This is an optimization exercise on Yosys and OpenROAD, whose aim is a short achievable clock period and few clock cycles, not a production implementation.
In this exercise RTL edits were held to simulation tests only and were not proved equivalent to the original.

--- design/flow/config.mk ---
export PLATFORM = sky130hd
export DESIGN_NAME = cpulm_core
export DESIGN_NICKNAME = cpulm_core
export VERILOG_FILES = /design/flow/design.v
export SDC_FILE = /design/flow/constraint.sdc
export NUM_CORES = 4
export LEC_CHECK = 0
export CAP_MARGIN = 20
export CORE_MARGIN = 2
export CORE_UTILIZATION = 40
export SLEW_MARGIN = 20
--- design/flow/constraint.sdc ---
create_clock -name core_clock -period 20.0 [get_ports {clk}]
set_input_delay 4.0000 -clock core_clock [delete_from_list [all_inputs] [get_ports {clk}]]
set_output_delay 4.0000 -clock core_clock [all_outputs]
set_load 0.01 [all_outputs]
--- design/flow/design.v ---
module cpulm_core (
    input  wire        clk,
    input  wire        rst,           
    input  wire [31:0] code_len,      
    output wire [31:0] code_addr,
    input  wire [31:0] code_rdata,    
    output reg         dmem_en,
    output reg         dmem_we,
    output reg  [31:0] dmem_addr,
    output reg  [31:0] dmem_wdata,
    input  wire [31:0] dmem_rdata,    
    output wire        halted,
    output wire        fault,
    output reg  [2:0]  fault_kind,
    output reg  [31:0] stop_pc
);
    localparam OP_ALU   = 4'h0;
    localparam OP_LSL   = 4'h1;
    localparam OP_ASR   = 4'h2;
    localparam OP_LSR   = 4'h3;
    localparam OP_LOAD  = 4'h4;
    localparam OP_LOADI = 4'h5;
    localparam OP_STORE = 4'h6;
    localparam OP_JMP   = 4'h7;
    localparam OP_JMPI  = 4'h8;
    localparam OP_JMPC  = 4'h9;
    localparam OP_JMPIC = 4'hA;
    localparam OP_BREAK = 4'hB;
    localparam F_AND = 5'd0;
    localparam F_OR  = 5'd1;
    localparam F_NOR = 5'd2;
    localparam F_XOR = 5'd3;
    localparam F_ADD = 5'd4;
    localparam F_SUB = 5'd5;
    localparam F_MUL = 5'd6;
    localparam F_DIV = 5'd7;
    localparam K_PC_OOB   = 3'd0;
    localparam K_OPCODE   = 3'd1;
    localparam K_ALUFUNC  = 3'd2;
    localparam K_DIVZERO  = 3'd3;
    localparam K_BREAK    = 3'd4;
    localparam S_FETCH  = 3'd0;
    localparam S_DECODE = 3'd1;
    localparam S_EXEC   = 3'd2;
    localparam S_LOADWB = 3'd3;
    localparam S_DIV    = 3'd4;
    localparam S_DIVWB  = 3'd5;
    localparam S_HALT   = 3'd6;
    localparam S_FAULT  = 3'd7;
    reg [2:0]  state;
    reg [31:0] pc;           
    reg [31:0] ir;
    reg [31:0] regs [0:31];
    reg        flag_z, flag_n, flag_c, flag_o;
    reg [31:0] div_q;        
    reg [31:0] div_r;        
    reg [31:0] div_d;        
    reg [4:0]  div_cnt;
    assign code_addr = pc;
    assign halted    = (state == S_HALT);
    assign fault     = (state == S_FAULT);
    wire [3:0]  opcode  = ir[3:0];
    wire [4:0]  rd      = ir[8:4];
    wire [4:0]  rs1     = ir[13:9];
    wire [4:0]  rs2     = ir[18:14];
    wire [4:0]  alufunc = ir[23:19];
    wire [15:0] imm     = ir[29:14];
    wire        lhw     = ir[30];
    wire [31:0] offset  = {{8{ir[27]}}, ir[27:4]};
    wire [3:0]  sel_c   = ir[12:9];     
    wire [3:0]  sel_ic  = ir[31:28];    
    function [31:0] rdreg;
        input [4:0] idx;
        begin
            if (idx == 5'd0)
                rdreg = 32'd0;
            else if (idx == 5'd1)
                rdreg = 32'd1;
            else
                rdreg = regs[idx];
        end
    endfunction
    wire [31:0] a   = rdreg(rs1);       
    wire [31:0] b   = rdreg(rs2);
    wire [31:0] xrd = rdreg(rd);        
    wire [32:0] add_full = {1'b0, a} + {1'b0, b};
    wire [32:0] sub_full = {1'b0, a} - {1'b0, b};
    wire [63:0] prod     = {32'd0, a} * {32'd0, b};
    wire [31:0] prod_shi = prod[63:32] - (a[31] ? b : 32'd0) - (b[31] ? a : 32'd0);
    reg [31:0] alu_r;
    reg        alu_c, alu_o;
    always @(*) begin
        alu_r = 32'd0;
        alu_c = 1'b0;
        alu_o = 1'b0;
        case (alufunc)
            F_AND: alu_r = a & b;
            F_OR:  alu_r = a | b;
            F_NOR: alu_r = ~(a | b);
            F_XOR: alu_r = a ^ b;
            F_ADD: begin
                alu_r = add_full[31:0];
                alu_c = add_full[32];
                alu_o = (a[31] == b[31]) && (alu_r[31] != a[31]);
            end
            F_SUB: begin
                alu_r = sub_full[31:0];
                alu_c = sub_full[32];             
                alu_o = (a[31] != b[31]) && (alu_r[31] != a[31]);
            end
            F_MUL: begin
                alu_r = prod[31:0];
                alu_c = (prod[63:32] != 32'd0);
                alu_o = (prod_shi != {32{prod[31]}});
            end
            default: ;
        endcase
    end
    wire [4:0]  shamt = b[4:0];
    reg  [31:0] sh_r;
    always @(*) begin
        case (opcode)
            OP_LSL:  sh_r = a << shamt;
            OP_ASR:  sh_r = $signed(a) >>> shamt;
            default: sh_r = a >> shamt;
        endcase
    end
    wire [31:0] loadi_r = lhw ? (a + {16'd0, imm}) : (a + {imm, 16'd0});
    wire cond_c  = |(sel_c  & {flag_o, flag_c, flag_n, flag_z});
    wire cond_ic = |(sel_ic & {flag_o, flag_c, flag_n, flag_z});
    wire [33:0] div_trial = {1'b0, div_r, div_q[31]} - {2'b00, div_d};
    always @(*) begin
        dmem_en    = 1'b0;
        dmem_we    = 1'b0;
        dmem_addr  = a;
        dmem_wdata = a;
        if (state == S_EXEC) begin
            if (opcode == OP_LOAD) begin
                dmem_en = 1'b1;
            end else if (opcode == OP_STORE) begin
                dmem_en   = 1'b1;
                dmem_we   = 1'b1;
                dmem_addr = xrd;
            end
        end
    end
    reg [31:0] next_pc;
    always @(*) begin
        next_pc = pc;
        case (opcode)
            OP_JMP:   next_pc = xrd;
            OP_JMPI:  next_pc = pc + offset;
            OP_JMPC:  if (cond_c)  next_pc = xrd;
            OP_JMPIC: if (cond_ic) next_pc = pc + offset;
            default: ;
        endcase
    end
    always @(posedge clk) begin
        if (rst) begin
            state      <= S_FETCH;
            pc         <= 32'd0;
            fault_kind <= 3'd0;
            stop_pc    <= 32'd0;
        end else begin
            case (state)
                S_FETCH: begin
                    if (pc >= code_len) begin
                        state      <= S_FAULT;
                        fault_kind <= K_PC_OOB;
                        stop_pc    <= pc;
                    end else begin
                        state <= S_DECODE;
                    end
                end
                S_DECODE: begin
                    ir    <= code_rdata;
                    pc    <= pc + 32'd1;
                    state <= S_EXEC;
                end
                S_EXEC: begin
                    pc    <= next_pc;
                    state <= (next_pc == code_len) ? S_HALT : S_FETCH;
                    stop_pc <= next_pc;
                    case (opcode)
                        OP_ALU: begin
                            if (alufunc > F_DIV) begin
                                state      <= S_FAULT;
                                fault_kind <= K_ALUFUNC;
                                stop_pc    <= pc - 32'd1;
                            end else if (alufunc == F_DIV) begin
                                if (b == 32'd0) begin
                                    state      <= S_FAULT;
                                    fault_kind <= K_DIVZERO;
                                    stop_pc    <= pc - 32'd1;
                                end else begin
                                    div_q   <= a;
                                    div_r   <= 32'd0;
                                    div_d   <= b;
                                    div_cnt <= 5'd0;
                                    state   <= S_DIV;
                                end
                            end else begin
                                regs[rd] <= alu_r;
                                flag_z   <= (alu_r == 32'd0);
                                flag_n   <= alu_r[31];
                                flag_c   <= alu_c;
                                flag_o   <= alu_o;
                            end
                        end
                        OP_LSL, OP_ASR, OP_LSR: regs[rd] <= sh_r;
                        OP_LOADI: regs[rd] <= loadi_r;
                        OP_LOAD:  state <= S_LOADWB;
                        OP_STORE: ;
                        OP_JMP, OP_JMPI, OP_JMPC, OP_JMPIC: ;
                        OP_BREAK: begin
                            state      <= S_FAULT;
                            fault_kind <= K_BREAK;
                            stop_pc    <= pc - 32'd1;
                            pc         <= pc - 32'd1;
                        end
                        default: begin
                            state      <= S_FAULT;
                            fault_kind <= K_OPCODE;
                            stop_pc    <= pc - 32'd1;
                        end
                    endcase
                end
                S_LOADWB: begin
                    regs[rd] <= dmem_rdata;
                    state    <= (pc == code_len) ? S_HALT : S_FETCH;
                    stop_pc  <= pc;
                end
                S_DIV: begin
                    if (div_trial[33]) begin
                        div_r <= {div_r[30:0], div_q[31]};
                        div_q <= {div_q[30:0], 1'b0};
                    end else begin
                        div_r <= div_trial[31:0];
                        div_q <= {div_q[30:0], 1'b1};
                    end
                    div_cnt <= div_cnt + 5'd1;
                    if (div_cnt == 5'd31) begin
                        state <= S_DIVWB;
                    end
                end
                S_DIVWB: begin
                    regs[rd] <= div_q;
                    flag_z   <= (div_q == 32'd0);
                    flag_n   <= div_q[31];
                    flag_c   <= 1'b0;
                    flag_o   <= 1'b0;
                    state    <= (pc == code_len) ? S_HALT : S_FETCH;
                    stop_pc  <= pc;
                end
                default: ;
            endcase
        end
    end
endmodule
--- design/flow/run.sh ---
#!/bin/bash
# synth_recipe.tcl (not shown) runs the flow's synth.tcl, then flattens the netlist and writes it again
# the make line also repeats each setting of config.mk as NAME=value (left out here)
make -C /OpenROAD-flow-scripts/flow DESIGN_CONFIG=/design/flow/config.mk WORK_HOME=/design/flow/orfs CLKGATE_MAP_FILE= SYNTH_SCRIPT=/design/flow/synth_recipe.tcl finish
==> impl_metrics.yaml <==
outcome:
  outcome: "no timing/DRC/antenna violations"
critical_path:
  setup_crit_path_kind: "reg -> reg"
  critPathArrivalTime_ns: 17.50
  cpMaxStageDelayCell: "dfxtp_4"
  crit_path_start_kind: "flop"
  worstPathRequired_ns: 20.64
  slowest_delay_ns: 0.86
  path_max_fanout: 40
  worst_setup_path_endpoint: "flag_o"
  cp-end-kind: "flop"
  reg2reg_slack_ns: 3.14
  r2r-end: "flag_o"
  worst-r2r-cell-count: 47
drt:
  postRouteWirelength_um: 531500
  dr_total_vias: 98670
  drt_iter0_drc: 15180
  detail_route.vias_per_cell: 6.688
  post_route_drc: 0
  first_pass_iters: 9
  ant_nets: 0
  wl_per_cell_um: 36.03
sta:
  fin_worst_skew_ns: 0.09777
  report.final.slew_viol_count: 0
  final.setup.tns_ns: 0
  tightest_slew_ns: 1.333
  final.min_clock_period_ns: 16.86
  final-setup-viol-count: 0
  max_slew_margin: 0.1073
  rsz0062_at_grt: "false"
  max_clock_freq_ghz: 0.05931
  finalCritPeriodShare: 0.8431
  final_hold_viol_count: 0
synthesis:
  edff_count_synth: 1161
  ys_async_sr_fraction: 0
  sequential_area_share_after_synthesis: 0.3077
  synth_top_area_cell: "edfxtp_1"
  postSynthRegisterBits: 1246
  synth_top_cell_area_share: 0.2934
  synthTopCellsByArea: "edfxtp_1 29%, mux4_2 17%, fa_1 16%, ha_1 5.5%, inv_1 3.4%"
  synth.lib_cells_used.distinct: 91
  post_synth_inst_count: 10680
  synth_top_flop_cell: "edfxtp_1"
  ys.warnings.count: 1
  mapped_nets: 12230
  syn-cell-area_sq_mm: 0.1188
  postSynthAreaPerCell_sq_um: 11.13
global_routing:
  grt_pass1_vias: 98880
  grt_max_degree: 120
  grt_overflow_total: 0
  antenna_found_initial: 44
  first_pass_grt_wire_length_um: 748900
  track_usage: 0.3495
floorplan:
  design.portCount: 233
  initial_cell_density_of_the_core: 0.4011
  floorplan.core_area_sq_mm: 0.2963
  die_w_um: 549.1
  placement_rows: 200
  floorplan_die_height_um: 549.1
  fp.dieArea_sq_mm: 0.3015
worst_hold_path:
  hold_class: "reg -> reg"
  whs_path_depth: 2
placement:
  routabilityCongestion: 1.036
  place.port_buffers: 232
  dpl_hpwl_um: 377100
clocking:
  cts.reportedPaths.clkPinSlew_ns: 0.08
  cts_htree_levels: 4
  cts.path.max_buffers: 4
  post_cts_setup_buffers: 0
  cts.sink_count: 1246
  cts_tree: "built"
  cell_at_the_root_of_the_clock_tree: "clkbuf_16"
  ctsHoldBuffers: 0
  cts-resized-gates: 0
  worstSkewPairLatency_ns: 0.89
  tritoncts_buffers: 153
cells_and_area:
  ratio_of_cells_with_drive_above_1_in_the_final_layout: 0.1617
  nNetsFinal: 12230
  final_core_util: 0.4444
  synthToLayoutAreaGrowth_pct: 10.78
flow_run:
  drv_cap: 0
==> cell usage after synthesis (53+ instances only) <==
cell / count
nor4_1: 56
a31oi_1: 86
a21oi_1: 469
nand4_1: 64
mux2i_1: 222
inv_1: 1061
edfxtp_1: 1161
nand2_1: 989
fa_1: 933
o22ai_1: 94
nor3_1: 130
nor2_1: 1055
o21ai_0: 393
and3_1: 70
buf_2: 115
a211oi_1: 102
dfxtp_1: 85
clkbuf_1: 502
mux2_2: 53
a21o_1: 121
xnor2_1: 155
xor2_1: 71
mux4_2: 891
ha_1: 520
nand3_1: 157
a221oi_1: 55
o211ai_1: 77
buf_1: 114
==> critical path, delay by kind of cell, from the launching register on <==
family | cells | cell delay, ns
flops | 1 | 0.86
simple gates | 7 | 2.13
xor+xnor | 1 | 0.13
fa+ha+maj | 12 | 4.76
compound gates | 15 | 5.88
mux | 1 | 0.54
buf+inv | 11 | 2.19
==> layout make-up <==
class                   instances  area [sq um]
well taps                    3939          4928
inverters                    1096          4121
clock buffers                 186          4014
flip-flops and latches       1246         36610
diodes                         36         90.09
clock inverters                73         716.9
repair buffers                597          5197
fillers                     27450        164600
multi-input cells            7580         75980
==> placed cells by master, fill, tap and decap left out, types with 154 or more instances in the layout <==
cell             count
clkdlybuf4s50_1    231
ha_1               520
xnor2_1            155
clkbuf_16          154
nand2_1            987
nor2_1            1016
edfxtp_1          1161
mux4_2             891
o21ai_0            387
buf_4              353
inv_1             1057
mux2i_1            209
a21oi_1            442
nand3_1            155
fa_1               933
==> per-stage QoR <==
step	std cells	hold slack (ns)	cell area [sq um]	worst slack, ns
2_1_floorplan	10680	0.4761	118800	5.530
3_3_place_gp	14450	0.4877	126700	3.408
3_5_place_dp	14460	0.4870	126700	3.184
4_1_cts	14720	0.5004	131500	3.244
5_1_grt	14730	0.5161	131600	2.385
6_report	14750	0.5000	131700	3.138
==> sequential cells by signal, summed over array words and instances (netlist names), 3 cells and up, named ones only <==
name and flops:
div_cnt 5, div_d 32, div_q 32, div_r 32
fault_kind 3, ir 32, pc 32, regs 1024
state 3, stop_pc 32
==> cell families after synthesis <==
| kind of cell | synth area share |
|---|---|
| flip-flops | 0.3077 |
| adder cells (fa/ha/maj) | 0.2121 |
| buffers and inverters | 0.06087 |
| AND/OR/NAND/NOR | 0.1032 |
| multiplexers | 0.1926 |
| XOR/XNOR | 0.01666 |
| AO/OA/AOI/OAI | 0.1069 |
==> per-layer routing <==
metal	wire length, um	global-route usage	vias up
met1	187500	0.4374	50030
met4	48340	0.2580	16
met2	224500	0.5076	7744
met5	103	0	-
li1	-	-	39040
met3	71070	0.1108	1838
==> how the worst min path moves through the flow <==
stage / slack [ns] / end / startpoint
after global routing: 0.52 / stop_pc[3] / stop_pc[3]
after global placement: 0.49 / stop_pc[24] / stop_pc[24]
after floorplan: 0.48 / fault_kind[0] / fault_kind[0]
after detailed placement: 0.49 / stop_pc[3] / stop_pc[3]
after CTS: 0.50 / stop_pc[3] / stop_pc[3]
final: 0.50 / stop_pc[31] / stop_pc[31]
Testbench counts, summed over its fixed seeds: cycles 435,774.

[port drivers added, routing unchanged]
In the flow no input, the clock included, has a driving cell. The finished layout below was timed again as built, in two steps.
Step 1: set_driving_cell puts a clkbuf_16 on clk and a buf_2 on each other input, an assumption about the parent block.
Step 2 also shifts input and output timing later by t, the mid clock arrival at the registers, as if the neighbouring blocks saw the same clock.
a / b / c = ideal / step 1 / step 2; a / b = the first two.
shift t [ns]: 0.940
setup slack, ns: 3.138 / 3.138 / 3.138
worst data-port slew with drivers (ns): 0.23
After both steps this run still meets setup and hold. The setup slack of this run moves by 0.000 ns with the drivers and by 0.000 ns with both steps.
